Background: an optimization exercise with open tools, aiming at small area, a short achievable clock period and few clock cycles. Do not read the settings as production practice. Only simulation tests tie the RTL to the original design; equivalence was not proved. Power is estimated from default activity; no workload was simulated.

==> exp/maple <==
## riw16_core
module riw16_core (
    input  wire        clk,
    input  wire        rst,           
    output reg         mem_req,
    output reg         mem_we,
    output reg  [15:0] mem_addr,
    output reg  [15:0] mem_wdata,
    input  wire        mem_ready,
    input  wire [15:0] mem_rdata,
    input  wire        st_attached,
    input  wire        st_openable,
    input  wire        st_too_big,
    output reg         out_valid,
    output reg  [7:0]  out_byte,
    output reg         halted,
    output reg  [7:0]  status
);
Settings: LEC_CHECK=0, CAP_MARGIN=20, CORE_MARGIN=2, CORE_UTILIZATION=40, SETUP_SLACK_MARGIN=3.0, SLEW_MARGIN=20; clock period 8.0 ns.
run.sh (not shown) runs the stock make flow with config.mk's settings and CLKGATE_MAP_FILE= SYNTH_SCRIPT=/design/flow/synth_recipe.tcl, a recipe that flattens the netlist after the stock synthesis.
==> inputs of exp/raven, as changes to exp/maple <==
==> flow/design.v (replaced) <==
module riw16_core (
    input  wire        clk,
    input  wire        rst,           
    output reg         mem_req,
    output reg         mem_we,
    output reg  [15:0] mem_addr,
    output reg  [15:0] mem_wdata,
    input  wire        mem_ready,
    input  wire [15:0] mem_rdata,
    input  wire        st_attached,
    input  wire        st_openable,
    input  wire        st_too_big,
    output reg         out_valid,
    output reg  [7:0]  out_byte,
    output reg         halted,
    output reg  [7:0]  status
);
    localparam OP_LOCT   = 4'h0;
    localparam OP_UOCT   = 4'h1;
    localparam OP_LOAD   = 4'h2;
    localparam OP_STORE  = 4'h3;
    localparam OP_ADD    = 4'h4;
    localparam OP_SUB    = 4'h5;
    localparam OP_AND    = 4'h6;
    localparam OP_OR     = 4'h7;
    localparam OP_XOR    = 4'h8;
    localparam OP_NOR    = 4'h9;
    localparam OP_SHIFT  = 4'hA;
    localparam OP_CMPA   = 4'hB;
    localparam OP_CMPS   = 4'hC;
    localparam OP_BRANCH = 4'hD;
    reg [15:0] pc;         
    reg [15:0] ir;         
    reg        iv;
    reg [15:0] opb;        
    reg [15:0] opc;        
    reg        m;          
    reg [15:0] ea;         
    reg [3:0]  wa;         
    reg        is_st;      
    reg [15:0] sdata;      
    reg        st255;      
    reg        st5;        
    reg        ubr;        
    wire [3:0] op   = ir[15:12];
    wire [3:0] fa   = ir[11:8];
    wire [3:0] fc   = ir[3:0];
    wire [7:0] imm8 = ir[7:0];
    wire       exec = iv && !m;
    reg         d_sub;                 
    wire        sub  = d_sub;
    wire [17:0] s2   = {1'b0, opb, 1'b1} + {1'b0, opc ^ {16{sub}}, sub};
    wire [16:0] s    = s2[17:1];
    wire [15:0] r    = s[15:0];
    wire [15:0] shin = opc[15] ? opb : {opb[0], opb[1], opb[2], opb[3], opb[4], opb[5], opb[6], opb[7],
                                        opb[8], opb[9], opb[10], opb[11], opb[12], opb[13], opb[14], opb[15]};
    wire [15:0] shl  = shin << opc[3:0];
    wire [15:0] shv  = opc[15] ? shl : {shl[0], shl[1], shl[2], shl[3], shl[4], shl[5], shl[6], shl[7],
                                        shl[8], shl[9], shl[10], shl[11], shl[12], shl[13], shl[14], shl[15]};
    wire [15:0] bx = opb ^ opc;
    wire [15:0] bo = opb | opc;
    wire z = sub ? (bx == 16'd0) : (bx == {bo[14:0], 1'b0});
    wire cy_add = s[16];
    wire cy_sub = s[16] ? (opc != 16'd0) : (opc[15] && (opb < {opc[14:0], 1'b0}));
    wire [3:0] fl = { sub ? cy_sub : cy_add,
                      (opb[15] == opc[15]) && (r[15] != opb[15]),
                      r[15],
                      z };
    reg [15:0] alu;
    always @(*) begin
        case (op)
            OP_ADD, OP_SUB:  alu = r;
            OP_AND:          alu = opb & opc;
            OP_XOR:          alu = bx;
            OP_SHIFT:        alu = shv;
            OP_OR, OP_NOR:   alu = bo;
            default:         alu = {r[15:4], fl};    
        endcase
    end
    wire [15:0] ex_val = { (op == OP_UOCT) ? imm8 : alu[15:8],
                           (op == OP_LOCT) ? imm8 : alu[7:0] };
    wire wr_hi = (op == OP_UOCT) || (op >= OP_ADD && op <= OP_SHIFT);
    wire wr_md = (op == OP_LOCT) || (op >= OP_ADD && op <= OP_SHIFT);
    wire wr_lo = (op == OP_LOCT) || (op >= OP_ADD && op <= OP_CMPS);
    wire is_ldst  = (op == OP_LOAD) || (op == OP_STORE);
    wire taken    = (op == OP_BRANCH) && ((opb[3:0] & fc) == fc);
    wire wr15_any = (fa == 4'd15) && (wr_lo || wr_hi);
    wire ex_wr    = exec && !halted && (fa != 4'd15);
    wire p_out  = (ea == 16'hFFFF);
    wire p_halt = (ea == 16'hFFFD);
    wire p_stor = (ea[15:3] == 13'h1FFF) && (ea[2:0] == 3'd2 || ea[2:0] == 3'd3 || ea[2:0] == 3'd4);
    wire lo7    = (sdata[15:7] == 9'd0);
    wire chr_del  = lo7 && (sdata[6:0] == 7'h7F);
    wire chr_pass = lo7 && (((sdata[6] || sdata[5]) && !chr_del) || (sdata[6:0] == 7'd10));
    reg [15:0] fbase;
    always @(*) begin
        fbase     = (exec && ubr) ? opc : pc;
        mem_req   = !halted;
        mem_we    = m && is_st;
        mem_wdata = sdata;
        mem_addr  = m ? ea : fbase;
    end
    wire [15:0] pc_inc = (m ? pc : fbase) + 16'd1;
    reg  [14:0] we_hi, we_md, we_lo;
    reg  [15:0] wd;
    wire [15:0] xv [0:15];
    genvar g;
    generate
        for (g = 0; g < 15; g = g + 1) begin : R
            reg [15:0] q;
            always @(posedge clk) begin
                if (we_hi[g]) q[15:8] <= wd[15:8];
                if (we_md[g]) q[7:4]  <= wd[7:4];
                if (we_lo[g]) q[3:0]  <= wd[3:0];
            end
            assign xv[g] = q;
        end
    endgenerate
    wire        f_br  = (mem_rdata[15:12] == OP_BRANCH);
    wire        i_br  = (ir[15:12] == OP_BRANCH);
    wire        st_rd = exec && (op == OP_STORE);
    wire [3:0]  fb_f  = mem_rdata[7:4];
    wire [3:0]  fc_f  = f_br ? mem_rdata[11:8] : mem_rdata[3:0];
    wire [3:0]  fb_i  = st_rd ? ir[11:8] : ir[7:4];
    wire [3:0]  fc_i  = i_br ? ir[11:8] : ir[3:0];
    wire        use_i = m || st_rd;
    wire [15:0] dfa   = 16'd1 << mem_rdata[11:8];
    wire [15:0] dfc   = 16'd1 << mem_rdata[3:0];
    wire [15:0] selb  = use_i ? (16'd1 << fb_i) : (16'd1 << fb_f);
    wire [15:0] selc  = m ? (16'd1 << fc_i) : ((dfa & {16{f_br}}) | (dfc & {16{!f_br}}));
    wire [3:0]  nb    = use_i ? fb_i : fb_f;
    wire [3:0]  nc    = m     ? fc_i : fc_f;
    wire [15:0] r15b  = st_rd ? pc : pc_inc;
    reg  [15:0] rb, rc;
    integer k;
    always @(*) begin
        rb = r15b & {16{selb[15]}};
        rc = pc_inc & {16{selc[15]}};
        for (k = 0; k < 15; k = k + 1) begin
            rb = rb | (xv[k] & {16{selb[k]}});
            rc = rc | (xv[k] & {16{selc[k]}});
        end
    end
    wire        ld_fw = m && !is_st;
    wire        fwb   = ld_fw ? (nb == wa) : (ex_wr && nb == fa);
    wire        fwc   = ld_fw ? (nc == wa) : (ex_wr && nc == fa);
    wire [2:0]  grp   = ld_fw ? 3'b111 : {wr_hi, wr_md, wr_lo};
    wire [15:0] fwv   = ld_fw ? mem_rdata : ex_val;
    wire [15:0] opb_n = { (fwb && grp[2]) ? fwv[15:8] : rb[15:8],
                          (fwb && grp[1]) ? fwv[7:4]  : rb[7:4],
                          (fwb && grp[0]) ? fwv[3:0]  : rb[3:0] };
    wire [15:0] opc_n = { (fwc && grp[2]) ? fwv[15:8] : rc[15:8],
                          (fwc && grp[1]) ? fwv[7:4]  : rc[7:4],
                          (fwc && grp[0]) ? fwv[3:0]  : rc[3:0] };
    reg [15:0] pc_n, ir_n, ea_n;
    reg        iv_n, m_n, is_st_n;
    reg [3:0]  wa_n;
    reg        halt_n, st255_n, st5_n, ov_n;
    reg [7:0]  ob_n;
    always @(*) begin
        pc_n = pc; ir_n = ir; iv_n = iv; m_n = m; ea_n = ea; wa_n = wa;
        is_st_n = is_st;
        halt_n = halted; st255_n = st255; st5_n = st5;
        ov_n = 1'b0;
        ob_n = p_stor ? 8'h07 : chr_del ? 8'h08 : sdata[7:0];
        we_hi = 15'd0; we_md = 15'd0; we_lo = 15'd0;
        wd = m ? mem_rdata : ex_val;
        if (halted) begin
        end else if (m) begin
            if (mem_ready) begin
                m_n = 1'b0;
                if (iv)
                    pc_n = pc_inc;       
                if (!is_st) begin
                    if (wa == 4'd15) begin
                        pc_n = mem_rdata;
                        iv_n = 1'b0;
                    end else begin
                        we_hi[wa] = 1'b1; we_md[wa] = 1'b1; we_lo[wa] = 1'b1;
                    end
                end else if (iv && ea == pc) begin
                    pc_n = pc;
                    iv_n = 1'b0;
                end
                if (p_halt) begin
                    halt_n = 1'b1; st255_n = 1'b1;
                end else if (p_stor) begin
                    if (!st_attached) begin
                        ov_n = 1'b1;
                    end else if (!st_openable) begin
                        halt_n = 1'b1;
                    end else if (st_too_big) begin
                        halt_n = 1'b1; st5_n = 1'b1;
                    end
                end else if (is_st && p_out) begin
                    if (chr_pass) begin
                        ov_n = 1'b1;
                    end else if (chr_del) begin
                        ov_n = 1'b1;
                    end
                end
            end
        end else if (!iv) begin
            if (mem_ready) begin
                ir_n = mem_rdata; iv_n = 1'b1; pc_n = pc_inc;
            end
        end else begin
            if (fa != 4'd15) begin
                we_hi[fa] = wr_hi; we_md[fa] = wr_md; we_lo[fa] = wr_lo;
            end
            if (is_ldst) begin
                m_n = 1'b1; ea_n = r; wa_n = fa; is_st_n = (op == OP_STORE);
                if (mem_ready) begin
                    ir_n = mem_rdata; iv_n = 1'b1;
                end else begin
                    iv_n = 1'b0;
                end
            end else if (taken && !ubr) begin
                pc_n = opc; iv_n = 1'b0;
            end else if (wr15_any) begin
                pc_n = { wr_hi ? ex_val[15:8] : pc[15:8],
                         wr_md ? ex_val[7:4]  : pc[7:4],
                         wr_lo ? ex_val[3:0]  : pc[3:0] };
                iv_n = 1'b0;
            end else if (mem_ready) begin
                ir_n = mem_rdata; iv_n = 1'b1; pc_n = pc_inc;
            end else begin
                iv_n = 1'b0; pc_n = fbase;
            end
        end
        if (rst) begin
            we_hi = {15{1'b1}}; we_md = {15{1'b1}}; we_lo = {15{1'b1}};
            wd = 16'd0;
        end
    end
    always @(*) begin
        status = st255 ? 8'd255 : halted ? (st5 ? 8'd5 : 8'd4) : 8'd0;
    end
    always @(posedge clk) begin
        if (rst) begin
            pc <= 16'd0; iv <= 1'b0; m <= 1'b0;
            halted <= 1'b0; st255 <= 1'b0; st5 <= 1'b0;
            out_valid <= 1'b0;
        end else begin
            pc <= pc_n; iv <= iv_n; m <= m_n;
            halted <= halt_n; st255 <= st255_n; st5 <= st5_n;
            out_valid <= ov_n;
        end
        out_byte <= ob_n;            
        ir <= ir_n; ea <= ea_n; wa <= wa_n; is_st <= is_st_n;
        opb <= opb_n;
        opc <= opc_n;
        if (!m)
            sdata <= rb;
        ubr <= (ir_n[15:12] == OP_BRANCH) && (ir_n[3:0] == 4'd0);
        d_sub <= (ir_n[15:12] == OP_SUB) || (ir_n[15:12] == OP_CMPS);
    end
endmodule
SETUP_SLACK_MARGIN = 4.2   (was 3.0)
==> inputs of exp/sierra, as changes to exp/maple <==
--- a/flow/design.v
+++ b/flow/design.v
@@ -32,16 +32,17 @@
     reg [15:0] pc;         
     reg [15:0] ir;         
     reg        iv;
     reg        m;          
     reg [15:0] ea;         
     reg [3:0]  wa;         
     reg        is_st;      
-    reg [15:0] rbs;        
-    reg [15:0] rcs;        
+    reg        hz;         
+    reg [3:0]  rbs;        
+    reg [3:0]  rcs;        
     reg        st255;      
     reg        st5;        
     wire [3:0] op   = ir[15:12];
     wire [3:0] fa   = ir[11:8];
     wire [3:0] fc   = ir[3:0];
     wire [7:0] imm8 = ir[7:0];
     reg  [14:0] we_hi, we_md, we_lo;
@@ -56,42 +57,30 @@
                 if (we_hi[g]) q[15:8] <= wd[15:8];
                 if (we_md[g]) q[7:4]  <= wd[7:4];
                 if (we_lo[g]) q[3:0]  <= wd[3:0];
             end
             assign xv[g] = q;
         end
     endgenerate
-    reg  [15:0] rb, rc;
-    integer k;
-    always @(*) begin
-        rb = 16'd0;
-        rc = 16'd0;
-        for (k = 0; k < 16; k = k + 1) begin
-            rb = rb | (xv[k] & {16{rbs[k]}});
-            rc = rc | (xv[k] & {16{rcs[k]}});
-        end
-    end
+    wire [15:0] rb = xv[rbs];
+    wire [15:0] rc = xv[rcs];
     wire        sub  = (op == OP_SUB) || (op == OP_CMPS);
-    wire [17:0] s2   = {1'b0, rb, 1'b1} + {1'b0, rc ^ {16{sub}}, sub};
-    wire [16:0] s    = s2[17:1];
+    wire [16:0] s    = {1'b0, rb} + {1'b0, rc ^ {16{sub}}} + {16'd0, sub};
     wire [15:0] r    = s[15:0];
     wire [15:0] shin = rc[15] ? rb : {rb[0], rb[1], rb[2], rb[3], rb[4], rb[5], rb[6], rb[7],
                                       rb[8], rb[9], rb[10], rb[11], rb[12], rb[13], rb[14], rb[15]};
     wire [15:0] shl  = shin << rc[3:0];
     wire [15:0] shv  = rc[15] ? shl : {shl[0], shl[1], shl[2], shl[3], shl[4], shl[5], shl[6], shl[7],
                                        shl[8], shl[9], shl[10], shl[11], shl[12], shl[13], shl[14], shl[15]};
-    wire [15:0] bx = rb ^ rc;
-    wire [15:0] bo = rb | rc;
-    wire z = sub ? (bx == 16'd0) : (bx == {bo[14:0], 1'b0});
     wire cy_add = s[16];
     wire cy_sub = s[16] ? (rc != 16'd0) : (rc[15] && (rb < {rc[14:0], 1'b0}));
     wire [3:0] fl = { sub ? cy_sub : cy_add,
                       (rb[15] == rc[15]) && (r[15] != rb[15]),
                       r[15],
-                      z };
+                      r == 16'd0 };
     reg [15:0] alu;
     always @(*) begin
         case (op)
             OP_ADD, OP_SUB:  alu = r;
             OP_AND:          alu = rb & rc;
             OP_XOR:          alu = rb ^ rc;
             OP_SHIFT:        alu = shv;
@@ -106,51 +95,45 @@
     wire wr_lo = (op == OP_LOCT) || (op >= OP_ADD && op <= OP_CMPS);
     wire is_ldst  = (op == OP_LOAD) || (op == OP_STORE);
     wire taken    = (op == OP_BRANCH) && ((rb[3:0] & fc) == fc);
     wire exec     = iv && !m;
     wire wr15_any = (fa == 4'd15) && (wr_lo || wr_hi);
     wire p_out  = (ea == 16'hFFFF);
     wire p_halt = (ea == 16'hFFFD);
-    wire p_stor = (ea[15:3] == 13'h1FFF) && (ea[2:0] == 3'd2 || ea[2:0] == 3'd3 || ea[2:0] == 3'd4);
-    wire lo7    = (rb[15:7] == 9'd0);
-    wire chr_del  = lo7 && (rb[6:0] == 7'h7F);
-    wire chr_pass = lo7 && (((rb[6] || rb[5]) && !chr_del) || (rb[6:0] == 7'd10));
+    wire p_stor = (ea >= 16'hFFFA) && (ea <= 16'hFFFC);
+    wire chr_pass = (rb >= 16'd32 && rb <= 16'd126) || (rb == 16'd10);
+    wire chr_del  = (rb == 16'd127);
     reg [15:0] pc_n, ir_n, ea_n;
-    reg        iv_n, m_n, is_st_n;
-    reg [15:0] fbase;
-    wire [15:0] pc_inc = (m ? pc : fbase) + 16'd1;
+    reg        iv_n, m_n, is_st_n, hz_n;
     reg [3:0]  wa_n;
     reg        halt_n, st255_n, st5_n, ov_n;
     reg [7:0]  ob_n;
     always @(*) begin
         mem_req   = !halted;
         mem_we    = m && is_st;
         mem_wdata = rb;
-        fbase     = (exec && taken) ? rc : pc;
-        mem_addr  = m ? ea : fbase;
+        mem_addr  = m ? ea : (exec && taken) ? rc : pc;
         pc_n = pc; ir_n = ir; iv_n = iv; m_n = m; ea_n = ea; wa_n = wa;
-        is_st_n = is_st;
+        is_st_n = is_st; hz_n = hz;
         halt_n = halted; st255_n = st255; st5_n = st5;
         ov_n = 1'b0; ob_n = out_byte;
         we_hi = 15'd0; we_md = 15'd0; we_lo = 15'd0;
         wd = m ? mem_rdata : ex_val;
         if (halted) begin
         end else if (m) begin
             if (mem_ready) begin
                 m_n = 1'b0;
-                if (iv)
-                    pc_n = pc_inc;       
                 if (!is_st) begin
                     if (wa == 4'd15) begin
                         pc_n = mem_rdata;
                         iv_n = 1'b0;
                     end else begin
                         we_hi[wa] = 1'b1; we_md[wa] = 1'b1; we_lo[wa] = 1'b1;
                     end
-                end else if (iv && ea == pc) begin
+                end else if (hz && iv) begin
                     ir_n = rb;
                 end
                 if (p_halt) begin
                     halt_n = 1'b1; st255_n = 1'b1;
                 end else if (p_stor) begin
                     if (!st_attached) begin
                         ov_n = 1'b1; ob_n = 8'h07;
@@ -165,36 +148,37 @@
                     end else if (chr_del) begin
                         ov_n = 1'b1; ob_n = 8'h08;
                     end
                 end
             end
         end else if (!iv) begin
             if (mem_ready) begin
-                ir_n = mem_rdata; iv_n = 1'b1; pc_n = pc_inc;
+                ir_n = mem_rdata; iv_n = 1'b1; pc_n = pc + 16'd1;
             end
         end else begin
             if (fa != 4'd15) begin
                 we_hi[fa] = wr_hi; we_md[fa] = wr_md; we_lo[fa] = wr_lo;
             end
             if (is_ldst) begin
                 m_n = 1'b1; ea_n = r; wa_n = fa; is_st_n = (op == OP_STORE);
-                if (mem_ready) begin
-                    ir_n = mem_rdata; iv_n = 1'b1;
+                hz_n = (r == pc);
+                if (mem_ready && !(op == OP_STORE && fa == 4'd15)) begin
+                    ir_n = mem_rdata; iv_n = 1'b1; pc_n = pc + 16'd1;
                 end else begin
                     iv_n = 1'b0;
                 end
             end else if (wr15_any) begin
                 pc_n = { wr_hi ? ex_val[15:8] : pc[15:8],
                          wr_md ? ex_val[7:4]  : pc[7:4],
                          wr_lo ? ex_val[3:0]  : pc[3:0] };
                 iv_n = 1'b0;
             end else if (mem_ready) begin
-                ir_n = mem_rdata; iv_n = 1'b1; pc_n = pc_inc;
+                ir_n = mem_rdata; iv_n = 1'b1; pc_n = mem_addr + 16'd1;
             end else begin
-                iv_n = 1'b0; pc_n = fbase;
+                iv_n = 1'b0; pc_n = mem_addr;
             end
         end
         if (rst) begin
             we_hi = {15{1'b1}}; we_md = {15{1'b1}}; we_lo = {15{1'b1}};
             wd = 16'd0;
         end
     end
@@ -208,12 +192,12 @@
             halted <= 1'b0; st255 <= 1'b0; st5 <= 1'b0;
             out_valid <= 1'b0; out_byte <= 8'h00;
         end else begin
             pc <= pc_n; iv <= iv_n; m <= m_n;
             halted <= halt_n; st255 <= st255_n; st5 <= st5_n;
             out_valid <= ov_n; out_byte <= ob_n;
         end
-        ir <= ir_n; ea <= ea_n; wa <= wa_n; is_st <= is_st_n;
-        rbs <= 16'd1 << (m_n ? wa_n : ir_n[7:4]);
-        rcs <= 16'd1 << ((nop == OP_BRANCH) ? ir_n[11:8] : ir_n[3:0]);
+        ir <= ir_n; ea <= ea_n; wa <= wa_n; is_st <= is_st_n; hz <= hz_n;
+        rbs <= m_n ? wa_n : ir_n[7:4];
+        rcs <= (nop == OP_BRANCH) ? ir_n[11:8] : ir_n[3:0];
     end
 endmodule
SETUP_SLACK_MARGIN = default   (was 3.0)
==> comparison <==
- Via count, lowest first: exp/maple, exp/sierra, exp/raven.
- Global-route usage: exp/maple < exp/raven < exp/sierra.
- Against exp/raven, the maximum frequency of exp/maple is smaller by about 23%.
- In exp/raven the sequential share of layout area is higher than in exp/sierra, by 0.074 points.
- The lowest power belongs to exp/raven, the highest to exp/sierra.
- Routed wire length: exp/raven > exp/sierra > exp/maple.
==> figures <==
	exp/raven	exp/sierra	exp/maple
Result of the run	timing/DRC/antenna clean	timing/DRC/antenna clean	timing/DRC/antenna clean
Clock power share	17.5%	12.9%	15.6%
Detailed Route WL	125000 um	125000 um	104000 um
Share of the final layout cell area in multi-input gates	46.8%	48.2%	45.3%
Die outline width	246 um	241 um	236 um
GRT Resource Usage Total	40.5%	42.6%	36.2%
Number of DRC violations after detailed-routing iteration 0	3357	3987	3110
Combinational cell fraction of total power	46.4%	60.5%	54.8%
Required time at the worst-slack endpoint	8510 ps	6400 ps	6400 ps
Achievable frequency	253 MHz	141 MHz	194 MHz
Slew Limit Headroom	18.7%	15.1%	18.1%
Height of the chip	246 um	241 um	236 um
Core footprint	0.0578 mm^2	0.0552 mm^2	0.0529 mm^2
Top fanout value on the critical path	8	26	7
Testbench counts of exp/maple, summed over its fixed seeds: cycles 162,452.
Testbench counts of exp/raven, summed over its fixed seeds: cycles 165,507.
Testbench counts of exp/sierra, summed over its fixed seeds: cycles 162,730.

[what the ideal ports hide]
The flow's constraints put no driver on any port. The routed layouts listed below were extracted and timed again, unchanged, in two steps.
Step 1 sets driving cells, clkbuf_16 on the clock port and buf_2 on the other inputs (assumed; they add their load-dependent delay and slew).
Step 2 times the ports against the registers' clock, not the clock port: input delays grow and output delays shrink by t, the midpoint of the rising clock arrivals with the driver on.
a / b / c = no drivers / after step 1 / after step 2; a / b = the first two.
run	shift t [ns]	slack for setup (ns)	worst setup path at the end
exp/maple	0.629	2.858 / 2.798 / 2.711	input to register
exp/raven	0.641	4.048 / 4.044 / 3.546	input to register
exp/sierra	0.635	0.909 / 0.852 / 1.202	register to register
After both steps setup and hold are still met in every run listed. The setup slack of exp/raven, which loses most, moves by -0.004 ns with the drivers and by -0.502 ns with both steps.
